From an optimization exercise on the open Yosys and OpenROAD flow, aimed at small area, a short achievable clock period and few clock cycles per item; shortcuts taken in it are not production practice. Only simulation tests tie the RTL to the original design; equivalence was not proved. No activity file was given, so power comes from the tool's default toggle rates.

==> flow/flow/run.sh <==
#!/bin/bash
# Standard layout (the standard.sh, standard synthesis unchanged), with
#  - the setup repair margin raised so that repair_timing works on every path
#    slower than the period this design can reach, and
#  - the port buffers (one per input and output, as standard) made buf_4.
# The clock and constraints are the standard flow's.
set -euo pipefail
bash standard.sh SETUP_SLACK_MARGIN=6.8 "BUFFER_PORTS_ARGS=-buffer_cell sky130_fd_sc_hd__buf_4" finish > standard_flow.log 2>&1
==> flow/standard.sh <==
#!/bin/bash
# synth_recipe.tcl (not shown) runs the flow's synth.tcl, then flattens the netlist and writes it again
# the make line also repeats each setting of config.mk as NAME=value (left out here)
make -C /OpenROAD-flow-scripts/flow DESIGN_CONFIG=/design/flow/config.mk WORK_HOME=/design/flow/orfs CLKGATE_MAP_FILE= SYNTH_SCRIPT=/design/flow/synth_recipe.tcl "${@:-finish}"
==> flow/config.mk <==
export PLATFORM = sky130hd
export DESIGN_NAME = aq_cache_dir
export DESIGN_NICKNAME = aq_cache_dir
export VERILOG_FILES = /design/flow/design.v
export SDC_FILE = /design/flow/constraint.sdc
export NUM_CORES = 4
export LEC_CHECK = 0
export CAP_MARGIN = 20
export CORE_MARGIN = 2
export CORE_UTILIZATION = 55
export CTS_BUF_LIST = sky130_fd_sc_hd__clkbuf_16
export CTS_CLUSTER_DIAMETER = 80
export CTS_CLUSTER_SIZE = 20
export SLEW_MARGIN = 20
export TNS_END_PERCENT = 5
==> flow/constraint.sdc <==
create_clock -name core_clock -period 10.0 [get_ports {clk}]
set_input_delay 2.0000 -clock core_clock [delete_from_list [all_inputs] [get_ports {clk}]]
set_output_delay 2.0000 -clock core_clock [all_outputs]
set_load 0.01 [all_outputs]
==> flow/design.v <==
module aq_cache_dir (
    input  wire        clk,
    input  wire        rst,
    input  wire        req_valid,
    output wire        req_ready,
    input  wire [31:0] req_pa,
    input  wire        req_write,
    output wire        resp_valid,
    input  wire        resp_ready,
    output wire        resp_bypass,      
    output wire        resp_hit,
    output wire [1:0]  resp_way,         
    output wire        resp_fill,        
    output wire        resp_evict,       
    output wire [25:0] resp_evict_blk,   
    output wire [7:0]  resp_latency      
);
    localparam SETS = 32;
    localparam WAYS = 4;
    localparam [5:0] ST_RESET = 6'b000100;    
    function [5:0] others(input [1:0] m);
        case (m)
            2'd0:    others = {2'd3, 2'd2, 2'd1};
            2'd1:    others = {2'd3, 2'd2, 2'd0};
            2'd2:    others = {2'd3, 2'd1, 2'd0};
            default: others = {2'd2, 2'd1, 2'd0};
        endcase
    endfunction
    function [7:0] dec_list(input [4:0] c);
        reg [5:0] r;
        reg [1:0] m0, x, y;
        begin
            r = others(c[4:3]);
            case (c[2:1])
                2'd0:    begin m0 = r[1:0]; x = r[3:2]; y = r[5:4]; end
                2'd1:    begin m0 = r[3:2]; x = r[1:0]; y = r[5:4]; end
                default: begin m0 = r[5:4]; x = r[1:0]; y = r[3:2]; end
            endcase
            dec_list = c[0] ? {m0, x, y, c[4:3]} : {m0, y, x, c[4:3]};
        end
    endfunction
    function [4:0] enc_list(input [7:0] l);
        reg [5:0] r;
        reg [1:0] rank;
        begin
            r = others(l[1:0]);
            if (l[7:6] == r[1:0])      rank = 2'd0;
            else if (l[7:6] == r[3:2]) rank = 2'd1;
            else                       rank = 2'd2;
            enc_list = {l[1:0], rank, l[5:4] < l[3:2]};
        end
    endfunction
    function [4:0] touch(input [4:0] c, input [1:0] w);
        reg [7:0] l;
        begin
            l = dec_list(c);
            if (w == l[7:6])      touch = c;
            else if (w == l[5:4]) touch = enc_list({l[5:4], l[7:6], l[3:2], l[1:0]});
            else if (w == l[3:2]) touch = enc_list({l[3:2], l[7:6], l[5:4], l[1:0]});
            else                  touch = enc_list({l[1:0], l[7:6], l[5:4], l[3:2]});
        end
    endfunction
    reg [20:0] tag_q   [0:SETS*WAYS-1];
    reg [3:0]  dirty_q [0:SETS-1];
    reg [5:0]  st_q    [0:SETS-1];
    reg        a_v;
    reg [20:0] a_tag;
    reg [4:0]  a_idx;
    reg        a_wr, a_byp;
    reg        b_v;
    reg [20:0] b_tag;
    reg [4:0]  b_idx;
    reg        b_wr, b_byp;
    reg [20:0] b_tags [0:WAYS-1];
    reg [3:0]  b_dirty;
    reg [5:0]  b_st;
    localparam RW = 36;
    reg          r0_v, r1_v;
    reg [RW-1:0] r0, r1;
    reg        rdy_q;
    wire b_fire = b_v && !r1_v;              
    wire b_take = !b_v || !r1_v;             
    wire a_free = !a_v || !b_v || !r1_v;
    wire accept = req_valid && a_free && !rst;
    wire pop    = r0_v && resp_ready;
    assign req_ready = rdy_q;
    wire r0_v_n = r1_v || (r0_v && !pop) || b_fire;
    wire r1_v_n = r0_v && !pop && (r1_v || b_fire);
    wire a_v_n  = accept || (a_v && !b_take);
    wire b_v_n  = b_take ? a_v : b_v;
    wire        F    = b_st[5];
    wire [4:0]  code = b_st[4:0];
    wire [7:0]  lst  = dec_list(code);
    wire [1:0]  m3   = lst[1:0];
    wire [3:0] valid;
    wire [3:0] eq;
    genvar gw;
    generate
        for (gw = 0; gw < WAYS; gw = gw + 1) begin : g_way
            assign valid[gw] = F || (gw < m3);
            assign eq[gw]    = valid[gw] && (b_tags[gw] == b_tag);
        end
    endgenerate
    wire       hit   = |eq;
    wire [1:0] hw    = {eq[3] | eq[2], eq[3] | eq[1]};
    wire       fill  = !hit && !b_wr && !b_byp;
    wire [20:0] vtag = b_tags[m3];
    wire       evict = fill && F && b_dirty[m3];
    wire [4:0] ct0 = touch(code, 2'd0);
    wire [4:0] ct1 = touch(code, 2'd1);
    wire [4:0] ct2 = touch(code, 2'd2);
    wire [4:0] ct3 = touch(code, 2'd3);
    wire [4:0] code_hit = ({5{eq[0]}} & ct0) | ({5{eq[1]}} & ct1) |
                          ({5{eq[2]}} & ct2) | ({5{eq[3]}} & ct3);
    wire [4:0] code_fill = enc_list({m3, lst[7:6], lst[5:4], lst[3:2]});
    wire [5:0] st_new = hit  ? {F, code_hit} :
                        fill ? {F | (m3 == 2'd3), code_fill} :
                               b_st;
    wire [3:0] m3_oh = 4'b0001 << m3;
    wire [3:0] dirty_new = (b_dirty | (eq & {4{b_wr}})) & ~(m3_oh & {4{fill}});
    reg        w_v;
    reg [4:0]  w_idx;
    reg [1:0]  w_way;
    reg [20:0] w_tag;
    always @(posedge clk) begin
        w_v   <= b_fire && fill;
        w_idx <= b_idx;
        w_way <= m3;
        w_tag <= b_tag;
    end
    integer s, w;
    always @(posedge clk) begin
        for (s = 0; s < SETS; s = s + 1) begin
            if (b_fire && b_idx == s)
                dirty_q[s] <= dirty_new;
            for (w = 0; w < WAYS; w = w + 1)
                if (w_v && w_idx == s && w_way == w)
                    tag_q[s*WAYS + w] <= w_tag;
        end
    end
    always @(posedge clk) begin
        for (s = 0; s < SETS; s = s + 1) begin
            if (rst)
                st_q[s] <= ST_RESET;
            else if (b_fire && b_idx == s)
                st_q[s] <= st_new;
        end
    end
    reg  [20:0] rd_tag [0:WAYS-1];
    reg  [3:0]  rd_dirty;
    reg  [5:0]  rd_st;
    always @(*) begin
        for (w = 0; w < WAYS; w = w + 1)
            rd_tag[w] = 21'd0;
        rd_dirty = 4'd0;
        rd_st    = 6'd0;
        for (s = 0; s < SETS; s = s + 1) begin
            for (w = 0; w < WAYS; w = w + 1)
                if (w < 2 ? rd_sel[s] : rd_sel2[s])
                    rd_tag[w] = rd_tag[w] | tag_q[s*WAYS + w];
            if (rd_sel2[s]) begin
                rd_dirty = rd_dirty | dirty_q[s];
                rd_st    = rd_st | st_q[s];
            end
        end
    end
    wire [4:0] a_idx_n  = a_free ? req_pa[10:6] : a_idx;
    wire [4:0] b_idx_n  = b_take ? a_idx : b_idx;
    wire       stall_n  = b_v_n && r1_v_n;
    wire       fire_n   = b_v_n && !r1_v_n;
    wire       fwd_n    = fire_n && (a_idx_n == b_idx_n);
    reg  [SETS-1:0] rd_sel, rd_sel2;
    reg             fwd_q;
    reg  [3:0]      wsel_q;
    always @(posedge clk) begin
        rd_sel <= stall_n ? {{(SETS-1){1'b0}}, 1'b1} << b_idx_n :
                            {{(SETS-1){1'b0}}, 1'b1} << a_idx_n;
        for (s = 0; s < SETS; s = s + 1)
            rd_sel2[s] <= stall_n ? b_idx_n == s : a_idx_n == s;
        fwd_q  <= fwd_n;
        wsel_q <= {4{b_fire && fill && (stall_n ? b_idx_n == b_idx : a_idx_n == b_idx)}} & m3_oh;
    end
    always @(posedge clk) begin
        if (a_free) begin    
            a_tag <= req_pa[31:11];
            a_idx <= req_pa[10:6];
            a_wr  <= req_write;
            a_byp <= (req_pa[31:14] == 18'd0) && (req_pa[13:12] == 2'd1 || req_pa[13:12] == 2'd2);
        end
        if (b_take) begin
            b_tag <= a_tag;
            b_idx <= a_idx;
            b_wr  <= a_wr;
            b_byp <= a_byp;
        end
        for (w = 0; w < WAYS; w = w + 1)
            b_tags[w] <= (fwd_q && fill && m3 == w) ? b_tag :
                         wsel_q[w] ? w_tag : rd_tag[w];
        b_dirty <= (rd_dirty | ({4{fwd_q && b_wr}} & eq)) & ~({4{fwd_q && fill}} & m3_oh);
        b_st    <= (fwd_q && hit)  ? {rd_st[5], code_hit} :
                   (fwd_q && fill) ? {rd_st[5] | (m3 == 2'd3), code_fill} : rd_st;
    end
    wire [RW-1:0] n_resp = {b_byp, hit, hit ? hw : m3, fill, evict, vtag, b_idx,
                            !hit, !hit && !evict, hit || evict};
    always @(posedge clk) begin
        if (!r0_v || pop)
            r0 <= r1_v ? r1 : n_resp;
        if (!r1_v)
            r1 <= n_resp;
    end
    always @(posedge clk) begin
        if (rst) begin
            a_v   <= 1'b0;
            b_v   <= 1'b0;
            r0_v  <= 1'b0;
            r1_v  <= 1'b0;
            rdy_q <= 1'b1;
        end else begin
            a_v   <= a_v_n;
            b_v   <= b_v_n;
            r0_v  <= r0_v_n;
            r1_v  <= r1_v_n;
            rdy_q <= !a_v_n || !b_v_n || !r1_v_n;
        end
    end
    wire       o_byp, o_hit, o_fill, o_ev, o_l6, o_l5, o_l3;
    wire [1:0] o_way;
    wire [25:0] o_blk;
    assign {o_byp, o_hit, o_way, o_fill, o_ev, o_blk, o_l6, o_l5, o_l3} = r0;
    assign resp_valid     = r0_v;
    assign resp_bypass    = o_byp;
    assign resp_hit       = o_hit;
    assign resp_way       = o_way;
    assign resp_fill      = o_fill;
    assign resp_evict     = o_ev;
    assign resp_evict_blk = o_blk;
    assign resp_latency   = {o_ev, o_l6, o_l5, 1'b0, o_l3, o_l5, o_hit, 1'b0};
endmodule
==> results.cfg, run 1 <==
[min_path]
hold_class = reg -> reg
holdCritStartpoint = a_byp

[timing]
final_max_slew_viol_count = 0
tns_ns = 0
rsz0062_at_grt = true
worst_slack_ns = 6.50
final_hold_viol_count = 0
finalCritPeriodShare_pct = 35.0
whs_ns = 0.446
setup-violations-final = 0
tightest_slew_ns = 1.25
skew_ns = 0.0315
max_freq_mhz = 285
finalCriticalPeriod_ns = 3.50
slew_headroom_pct = 17.0

[synthesis]
synth_compound_area_share_pct = 12.4
yosysUniqueCellTypes = 72
syn_avg_cell_area_um2 = 17.0
synth_area_leader_cell = edfxtp_1
synth_ff_type = edfxtp_1
synth_area_um2 = 121000
yosys.area_share.simple_pct = 4.25
synthTopCellsByArea = edfxtp_1 (72%), dfxtp_1 (7.2%), a221oi_1 (3.3%)
netlist_instances = 7095
synthMuxAreaShare_pct = 1.54
synth-edff-count = 2897
synthAdderAreaFrac_pct = 0.0290
ys_ff_latch = 3331
synth_top_area_share_pct = 72.0
yosysWarnings = 6
ys_async_sr_fraction_pct = 0
synth_xor_area_share_pct = 0.725
ys_seq_area_share_pct = 79.2
synth_top_family_by_area = compound AO/OA/AOI/OAI gates

[drt]
drc_errors = 0
wire_per_inst_um = 42.7
vias = 74905
drt-initial-drc-count = 13749
via_per_inst = 7.43
routed_wl_mm = 431
antenna_left = 0
firstDrtPassIters = 9

[setup_path]
end_kind = register
r2r-start = rd_sel[18]
worstSetupPathType = reg -> reg
crit_arrival_ns = 4.25
crit_chain = buf_4, a22o_1, a221oi_1, nand4_1, nor3_1, a21oi_1, mux2_1
crit_path_start = rd_sel[18]
critPathSlowestCell = nor3_1
worst_path_largest_cell_delay_ns = 0.95
crit_required_ns = 10.74
cp_max_fo = 26
startpoint_type = register

[global_routing]
grt_max_degree = 107
grt_usage_pct = 38.0
overflow = 0
grt_pass1_wl_mm = 580
antenna_found_initial = 25
grt_pass1_vias = 69454

[power]
peakVddDrop_mv = 0.188
power_mw = 24.5
power_density_nw_per_um2 = 185
p_leak_nw = 41.3

[clock_network]
clk_latency_ns = 0.88
cts-htree-levels = 4
cts_sinks = 3331
cts_tree = built
max-clock-path-buffers = 3
cts_made_buffers = 188
cts-root-buf = clkbuf_16
cts.clk_slew.worst_paths_ns = 0.08
hold_buffers = 0

[placement]
io_buffers = 70
gp_congestion = 0.900
place_area_um2 = 127000
post-place-ws_ns = 5.30
dp_hpwl_mm = 228

[finish]
finalNetCount = 7171
syn_to_final_growth_pct = 9.52
drive_gt1_share_pct = 13.4
design_area_um2 = 132000

[job]
drv_cap = 0

[die]
die_w_um = 473
die_h_um = 473
die_area_um2 = 224000
initial_core_util_pct = 55.2
core-area_um2 = 219000
rows = 172
io_pins = 79

[run_status]
status = complete, no violations
## cell families (layout without fill, tap and decap cells)
kind of cell             Yosys count  after routing
flip-flops                      3331           3331
AO/OA/AOI/OAI                   1891           1895
other                              1              6
AND/OR/NAND/NOR                 1044           1044
multiplexers                     144            144
XOR/XNOR                         100            100
adder cells (fa/ha/maj)            3              3
buffers and inverters            581            693
## per-layer routing
layer	global-route usage, %	share of wire (%)
met2	57.4	45
met5	0.0433	0.041
met1	54.0	37
met4	15.0	4.7
met3	8.53	13
## placed cells by master (no fill, tap or decap), types with 16 or more instances in the layout
cell type  netlist  routed
a211oi_1        97      97
a21oi_1        232     227
a221oi_1       457     457
a222oi_1        84      84
a22o_1         457     457
a22oi_1        425     425
a311oi_1        51      51
buf_4           11     352
clkbuf_16        0     194
dfxtp_1        434     341
dfxtp_2          0      41
dfxtp_4          0      52
edfxtp_1      2897    2897
inv_1           39      97
mux2_1          57      57
mux2_2          54      54
mux4_2          22      22
nand2_1         72      68
nand3_1        116     116
nand4_1        226     226
nor2_1         399     268
nor2_2           2      16
nor2_4           0     117
nor3_1         133     109
nor3_2           0      22
nor4_1          30      29
xnor2_1         69      66
xor2_1          31      31
## final cells by class
cell class | count | area, µm²
well taps | 2871 | 3590
clock inverters | 76 | 433
flip-flops and latches | 3331 | 95900
fillers | 16126 | 86700
multi-input cells | 3188 | 24200
repair buffers | 381 | 3240
clock buffers | 194 | 4850
inverters | 42 | 159
diodes | 4 | 10.0
## per-stage QoR
step,util [%],cells
after floorplan,-,7096
after global placement,57.6,9782
after detailed placement,57.8,9795
after CTS,60.3,10077
after global routing,60.4,10084
final,60.4,10087
## worst max-delay path: cells and delay by family, from the launching register on
kind | cells | cell delay (ns)
DFF | 1 | 0.70
buffers and inverters | 1 | 0.55
AOI/OAI and AO/OA | 3 | 0.64
and+or+nand+nor | 2 | 1.15
muxes | 1 | 0.32
## final timing paths
check / to / slack [ns] / cells after the start
hold reg to reg: b_byp / 0.45 / 0
setup reg to reg: b_tags[1][9] / 6.50 / 7
setup / recovery: b_tags[1][9] / 6.50 / 7
hold / removal: b_byp / 0.45 / 0
## cells in the mapped netlist (8+ instances only)
master    count
a211oi_1     97
a21oi_1     232
a221oi_1    457
a222oi_1     84
a22o_1      457
a22oi_1     425
a311oi_1     51
a31oi_1      17
buf_1        64
buf_2        27
buf_4        11
clkbuf_1    430
dfxtp_1     434
edfxtp_1   2897
inv_1        39
mux2_1       57
mux2_2       54
mux2i_1      11
mux4_2       22
nand2_1      72
nand2b_1     14
nand3_1     116
nand4_1     226
nor2_1      399
nor2b_1      10
nor3_1      133
nor4_1       30
o21ai_0      15
o21bai_1     14
or2_2         8
or3_1         8
xnor2_1      69
xor2_1       31
## where the power goes
group	switching, mW	internal [mW]	total, mW
clock network	4.41	3.52	7.93
registers	0.229	15.2	15.4
logic	0.814	0.360	1.17
total	5.45	19.1	24.5
## registers in the layout, indices dropped and copies added (netlist names), 6 cells and up
register and cells:
rd_sel2 32, w_tag 21, st_q 192, tag_q 2688, b_st 6, r0 35
rd_sel 32, b_tags 84, r1 35, b_tag 21, a_tag 21, dirty_q 128
## what timing repair did
item	CTS	global route
cloned	4	0
buffers inserted	8	0
endpoints found under the setup margin	541	573
endpoints found under the hold margin	0	0
pin swaps	6	0
resized for setup	26	9
Testbench counts, summed over its fixed seeds: cycles 24,024, items 24,000.
==> run 2: changes to the inputs <==
--- a/flow/config.mk
+++ b/flow/config.mk
@@ -12,4 +12,4 @@
 export CTS_CLUSTER_DIAMETER = 80
 export CTS_CLUSTER_SIZE = 20
 export SLEW_MARGIN = 20
-export TNS_END_PERCENT = 5
+export TNS_END_PERCENT = 20
==> results.cfg, run 2 <==
[synthesis]
syn_avg_cell_area_um2 = 17.0
synth_area_um2 = 121000
synth_xor_area_share_pct = 0.725
yosys.area_share.simple_pct = 4.25
synth_top_area_share_pct = 72.0
synth-edff-count = 2897
yosysWarnings = 6
synth_top_family_by_area = compound AO/OA/AOI/OAI gates
synth_compound_area_share_pct = 12.4
synth_most_common_cell = edfxtp_1
synth_ff_type = edfxtp_1
ys_ff_latch = 3331
synthTopCellsByArea = edfxtp_1 (72%), dfxtp_1 (7.2%), a221oi_1 (3.3%)
synthMuxAreaShare_pct = 1.54
synthAdderAreaFrac_pct = 0.0290
synth_commonest_cells = edfxtp_1 (2,897), a221oi_1 (457), a22o_1 (457)
ys_async_sr_fraction_pct = 0
ys_seq_area_share_pct = 79.2
synth_area_leader_cell = edfxtp_1
yosysUniqueCellTypes = 72
netlist_instances = 7095

[timing]
final_max_slew_viol_count = 0
finalCriticalPeriod_ns = 3.54
slew_headroom_pct = 14.2
rsz0062_at_grt = true
tns_ns = 0
max_freq_mhz = 282
setup-violations-final = 0
final_hold_viol_count = 0
tightest_slew_ns = 1.28
finalCritPeriodShare_pct = 35.4
skew_ns = 0.0478

[clock_network]
cts_sinks = 3331
clk_latency_ns = 0.90
cts_made_buffers = 188
cts-htree-levels = 4
cts.clk_slew.worst_paths_ns = 0.08
cts_tree = built
cts-root-buf = clkbuf_16
max-clock-path-buffers = 3
hold_buffers = 0

[finish]
fillers = 16056
largest_reg_flops = 2688
mostFrequentLayoutCells = edfxtp_1 (2,897), a22o_1 (457), a221oi_1 (457), a22oi_1 (425), buf_4 (374)
finalNetCount = 7199
utilization_pct = 60.6
ff_latch_area_um2 = 95900
top_regs = tag_q (2688), st_q (192), dirty_q (128)
drive_gt1_share_pct = 14.0
regMostFlops = tag_q
multiInputGateArea_um2 = 24300
syn_to_final_growth_pct = 9.88
final_common_cell = edfxtp_1

[setup_path]
crit_family = simple AND/OR/NAND/NOR gates
cp_max_fo = 19
worstSetupPathType = reg -> reg
worst_path_largest_cell_delay_ns = 1.02
crit_arrival_ns = 4.30
end_kind = register
critPathSlowestCell = nor3_1
path_buf_inv = 2
cpMostUsedCell = buf_4
crit_chain = buf_4, buf_4, a22o_1, a221oi_1, nand4_1, nor3_1, a21oi_1, mux2_1
crit_required_ns = 10.75
startpoint_type = register

[global_routing]
grt_pass1_vias = 69686
grt_pass1_wl_mm = 578
overflow = 0
antenna_found_initial = 27
grt_usage_pct = 37.8
grt_max_degree = 105

[drt]
vias = 75193
antenna_left = 0
drc_errors = 0
firstDrtPassIters = 14
via_per_inst = 7.42
routed_wl_mm = 431
drt-initial-drc-count = 14203
wire_per_inst_um = 42.5

[min_path]
hold_class = reg -> reg

[die]
rows = 172
core-area_um2 = 219000
io_pins = 79
die_w_um = 473
die_area_um2 = 224000
die_h_um = 473
initial_core_util_pct = 55.2

[job]
drv_cap = 0

[placement]
gp_congestion = 0.908
dp_hpwl_mm = 225
io_buffers = 70

[power]
power_density_nw_per_um2 = 185
peakVddDrop_mv = 0.168
p_leak_nw = 41.6

[run_status]
status = complete, no violations
run 2: cell count changes in the layout (fill, tap and decap cells not counted), moves of 3 or more:
cell,previous run,this run
buf_4,352,374
buf_6,7,11
diode_2,4,7
inv_1,97,113
inv_6,5,10
nand3_1,116,113
nand3_2,0,3
nor3_2,22,19
xnor2_1,66,55
xnor2_2,3,14
run 2: area by class of cell:
type                       count  share of cell area (%)
sequential                  3331                    72.2
multi-input combinational   3187                    18.3
clock buffer                 193                    3.64
tap                         2871                    2.70
timing repair buffer         410                    2.63
clock inverter                93                   0.365
inverter                      42                   0.125
antenna                        7                  0.0132
run 2: cell families (layout without fill, tap and decap cells):
logic type               Yosys count  count (layout)
flip-flops                      3331            3331
AND/OR/NAND/NOR                 1044            1044
adder cells (fa/ha/maj)            3               3
AO/OA/AOI/OAI                   1891            1894
multiplexers                     144             144
XOR/XNOR                         100             100
buffers and inverters            581             738
other                              1               9
run 2: path summary, 6_finish.rpt:
path	from	slack (ns)	depth (start not counted)	endpoint
setup / recovery	rd_sel[0]	6.46	8	b_tags[1][4]
hold / removal	r1[33]	0.46	2	r1[33]
setup reg to reg	rd_sel[0]	6.46	8	b_tags[1][4]
hold reg to reg	r1[33]	0.46	2	r1[33]
run 2: where the power goes:
part           internal [mW]  leakage, nW  total (mW)  switching, mW
combinational          0.376         8.89        1.20          0.819
sequential              15.2         29.8        15.4          0.231
clock                   3.52         2.88        7.95           4.44
run 2: metrics by stage:
step                setup slack, ns  hold slack (ns)  power (mW)  cells  cell area [µm²]
floorplan                      6.50            0.329        16.2   7096           121000
global placement               5.40            0.424        16.8   9771           126000
detailed placement             5.35            0.425        16.8   9780           126000
CTS                            6.51            0.460        24.5  10085           132000
global route                   6.52            0.473        25.1  10130           133000
finish                         6.46            0.459        24.6  10134           133000
run 2: layer usage:
layer	wire, µm	share of wire, %	track usage (%)	vias to the layer above
met5	292	0.068	0	-
met4	18900	4.4	13.8	18
met3	57800	13	8.38	925
met2	193000	45	57.4	5892
met1	161000	37	54.2	39094
li1	-	-	-	29264
run 2: repair_timing:
item / 4_1_cts / 5_1_grt
gates resized for setup: 26 / 45
endpoints found under the setup margin: 540 / 555
setup buffers: 16 / 34
pin swaps: 7 / 4
gates cloned: 3 / 0
run 2: worst reg2reg max path, stage by stage, from the launching register on:
cell      delay (ns)
dfxtp_2         0.50
buf_4           0.36
buf_4           0.35
a22o_1          0.29
a221oi_1        0.25
nand4_1         0.23
nor3_1          1.02
a21oi_1         0.08
mux2_1          0.34
==> run 3: changes to the inputs <==
--- a/flow/flow/run.sh
+++ b/flow/flow/run.sh
@@ -5,4 +5,4 @@
 #  - the port buffers (one per input and output, as standard) made buf_4.
 # The clock and constraints are the standard flow's.
 set -euo pipefail
-bash standard.sh SETUP_SLACK_MARGIN=6.8 "BUFFER_PORTS_ARGS=-buffer_cell sky130_fd_sc_hd__buf_4" finish > standard_flow.log 2>&1
+bash standard.sh SETUP_SLACK_MARGIN=7.0 "BUFFER_PORTS_ARGS=-buffer_cell sky130_fd_sc_hd__buf_4" finish > standard_flow.log 2>&1
--- a/flow/config.mk
+++ b/flow/config.mk
@@ -12,4 +12,4 @@
 export CTS_CLUSTER_DIAMETER = 80
 export CTS_CLUSTER_SIZE = 20
 export SLEW_MARGIN = 20
-export TNS_END_PERCENT = 20
+export TNS_END_PERCENT = 5
==> results.cfg, run 3 <==
[run_status]
status = complete, no violations

[job]
drv_cap = 0

[synthesis]
ys_ff_latch = 3331
synth_top_area_share_pct = 72.0
synthTopCellsByArea = edfxtp_1 (72%), dfxtp_1 (7.2%), a221oi_1 (3.3%)
ys_async_sr_fraction_pct = 0
syn_avg_cell_area_um2 = 17.0
netlist_instances = 7095
synth_area_leader_cell = edfxtp_1
synth_ff_type = edfxtp_1
synth_top_family_by_area = compound AO/OA/AOI/OAI gates
synth-edff-count = 2897
ys_seq_area_share_pct = 79.2
synthMuxAreaShare_pct = 1.54
synth_area_um2 = 121000
synthAdderAreaFrac_pct = 0.0290
synth_xor_area_share_pct = 0.725
yosysUniqueCellTypes = 72
yosysWarnings = 6
synth_most_common_cell = edfxtp_1
synth_commonest_cells = edfxtp_1 (2,897), a221oi_1 (457), a22o_1 (457)
yosys.area_share.simple_pct = 4.25
synth_compound_area_share_pct = 12.4

[drt]
wire_per_inst_um = 42.6
drt-initial-drc-count = 14041
routed_wl_mm = 433
antenna_left = 0
via_per_inst = 7.41
firstDrtPassIters = 6
drc_errors = 0
vias = 75334

[finish]
largest_reg_flops = 2688
drive_gt1_share_pct = 14.6
mostFrequentLayoutCells = edfxtp_1 (2,897), a22o_1 (457), a221oi_1 (457), a22oi_1 (425), buf_4 (403)
finalNetCount = 7236
multiInputGateArea_um2 = 24300
fillers = 16021
top_regs = tag_q (2688), st_q (192), dirty_q (128)
regMostFlops = tag_q
ff_latch_area_um2 = 95900
syn_to_final_growth_pct = 10.3
final_common_cell = edfxtp_1

[setup_path]
crit_required_ns = 10.77
worst_path_largest_cell_delay_ns = 1.13
reg2regPathDepth = 6
startpoint_type = register
end_kind = register
worstSetupPathType = reg -> reg
cp_max_fo = 24
critPathSlowestCell = nor3_1
crit_arrival_ns = 4.24
crit_chain = buf_4, a221oi_1, nand4_1, nor3_1, a21oi_1, mux2_1

[power]
power_mw = 24.6
p_leak_nw = 41.8
power_density_nw_per_um2 = 185
peakVddDrop_mv = 0.162

[global_routing]
antenna_found_initial = 30
grt_pass1_vias = 69894
grt_max_degree = 107
overflow = 0
grt_usage_pct = 38.0
grt_pass1_wl_mm = 580

[timing]
final_hold_viol_count = 0
max_freq_mhz = 288
finalCritPeriodShare_pct = 34.7
tns_ns = 0
rsz0062_at_grt = true
slew_headroom_pct = 5.07
skew_ns = 0.0408
tightest_slew_ns = 1.41
final_max_slew_viol_count = 0
finalCriticalPeriod_ns = 3.47
setup-violations-final = 0

[placement]
dp_hpwl_mm = 227
io_buffers = 70
gp_congestion = 0.914

[min_path]
hold_class = reg -> reg
timing.hold.worst_path_depth = 0

[die]
die_w_um = 473
die_area_um2 = 224000
die_h_um = 473
initial_core_util_pct = 55.2
core-area_um2 = 219000
io_pins = 79
rows = 172

[clock_network]
cts_made_buffers = 189
cts-htree-levels = 4
cts.clk_slew.worst_paths_ns = 0.08
cts_tree = built
cts_sinks = 3331
cts-root-buf = clkbuf_16
clk_latency_ns = 0.90
hold_buffers = 0
max-clock-path-buffers = 3
==> run 3: layout make-up <==
| class | count | area share [%] |
|---|---|---|
| timing repair buffer | 444 | 2.95 |
| sequential | 3331 | 71.9 |
| multi-input combinational | 3189 | 18.2 |
| tap | 2871 | 2.69 |
| antenna | 6 | 0.0113 |
| inverter | 42 | 0.125 |
| clock buffer | 196 | 3.68 |
| clock inverter | 89 | 0.368 |
==> run 3: where the power goes <==
| part | internal (mW) | switching [mW] | total (mW) |
|---|---|---|---|
| Combinational | 0.376 | 0.824 | 1.20 |
| Clock | 3.57 | 4.43 | 8.00 |
| Sequential | 15.2 | 0.222 | 15.4 |
| Total | 19.2 | 5.48 | 24.6 |
==> run 3: worst paths after layout <==
path                   from             to  slack, ns
setup / recovery  rd_sel[8]  b_tags[1][18]       6.53
hold / removal        a_byp          b_byp       0.43
setup reg to reg  rd_sel[8]  b_tags[1][18]       6.53
hold reg to reg       a_byp          b_byp       0.43
==> run 3: per-stage QoR <==
step	cells	cell area [µm²]	hold WS (ns)	utilization (%)	setup WS [ns]
after global placement	9768	126000	0.404	57.6	5.11
final	10168	133000	0.426	60.9	6.53
after CTS	10133	133000	0.427	60.6	6.51
after global routing	10164	133000	0.441	60.9	6.52
after detailed placement	9785	127000	0.408	57.8	5.11
after floorplan	7096	121000	0.329	-	6.76
==> run 3: timing repair <==
action | CTS | global route
setup buffers | 60 | 14
setup endpoints to repair | 600 | 638
cloned | 3 | 2
pin swaps | 9 | 4
gates resized for setup | 41 | 32
==> run 3: cells by family (layout without fill, tap and decap cells) <==
logic type / after synthesis / count (layout)
DFF: 3331 / 3331
AOI/OAI and AO/OA: 1891 / 1894
and+or+nand+nor: 1044 / 1046
buffers and inverters: 581 / 771
muxes: 144 / 144
xor gates and xnor gates: 100 / 100
adders and majority gates: 3 / 3
other: 1 / 8
==> run 3: critical path: cells and delay by family, from the launching register on <==
kind | cells | cell delay (ns)
buf+inv | 1 | 0.50
flops | 1 | 0.68
mux | 1 | 0.36
compound gates | 2 | 0.50
simple gates | 2 | 1.26
==> run 3: layer usage <==
metal / up-vias / share of wire [%] / GRT usage (%) / routed length, µm
met5: - / 0.034 / 0 / 146
met1: 39025 / 37 / 53.7 / 159000
met3: 1007 / 14 / 8.66 / 58600
met2: 5944 / 45 / 57.6 / 195000
li1: 29338 / - / - / -
met4: 20 / 4.8 / 15.4 / 20800

-- separate check: timing with driven ports --
The results above use ideal ports. As a check the final layouts listed here were re-extracted and re-timed, cells and wires unchanged.
Step 1 sets driving cells, clkbuf_16 on the clock port and buf_2 on the other inputs (assumed; they add their load-dependent delay and slew).
Step 2, shift: input delay + t, output delay - t, t = (earliest + latest rising clock arrival at the registers) / 2. This alone moves slack from input paths to output paths.
Three values: no drivers, after step 1, after step 2; two values: the first two.
| run | t (ns) | setup WS [ns] | slew at the worst register clock pin (ns) | pins driven straight from the clock port |
|---|---|---|---|---|
| run 1 | 0.948 | 6.497 / 6.456 / 5.981 | 0.09 / 0.09 | 1 |
| run 2 | 0.972 | 6.458 / 6.458 / 6.026 | 0.09 / 0.09 | 1 |
| run 3 | 0.966 | 6.532 / 6.481 / 5.986 | 0.09 / 0.09 | 1 |
After both steps setup and hold are still met in every run listed. For run 3, which loses most, drivers alone change the setup slack by -0.051 ns; drivers and shift together by -0.546 ns.
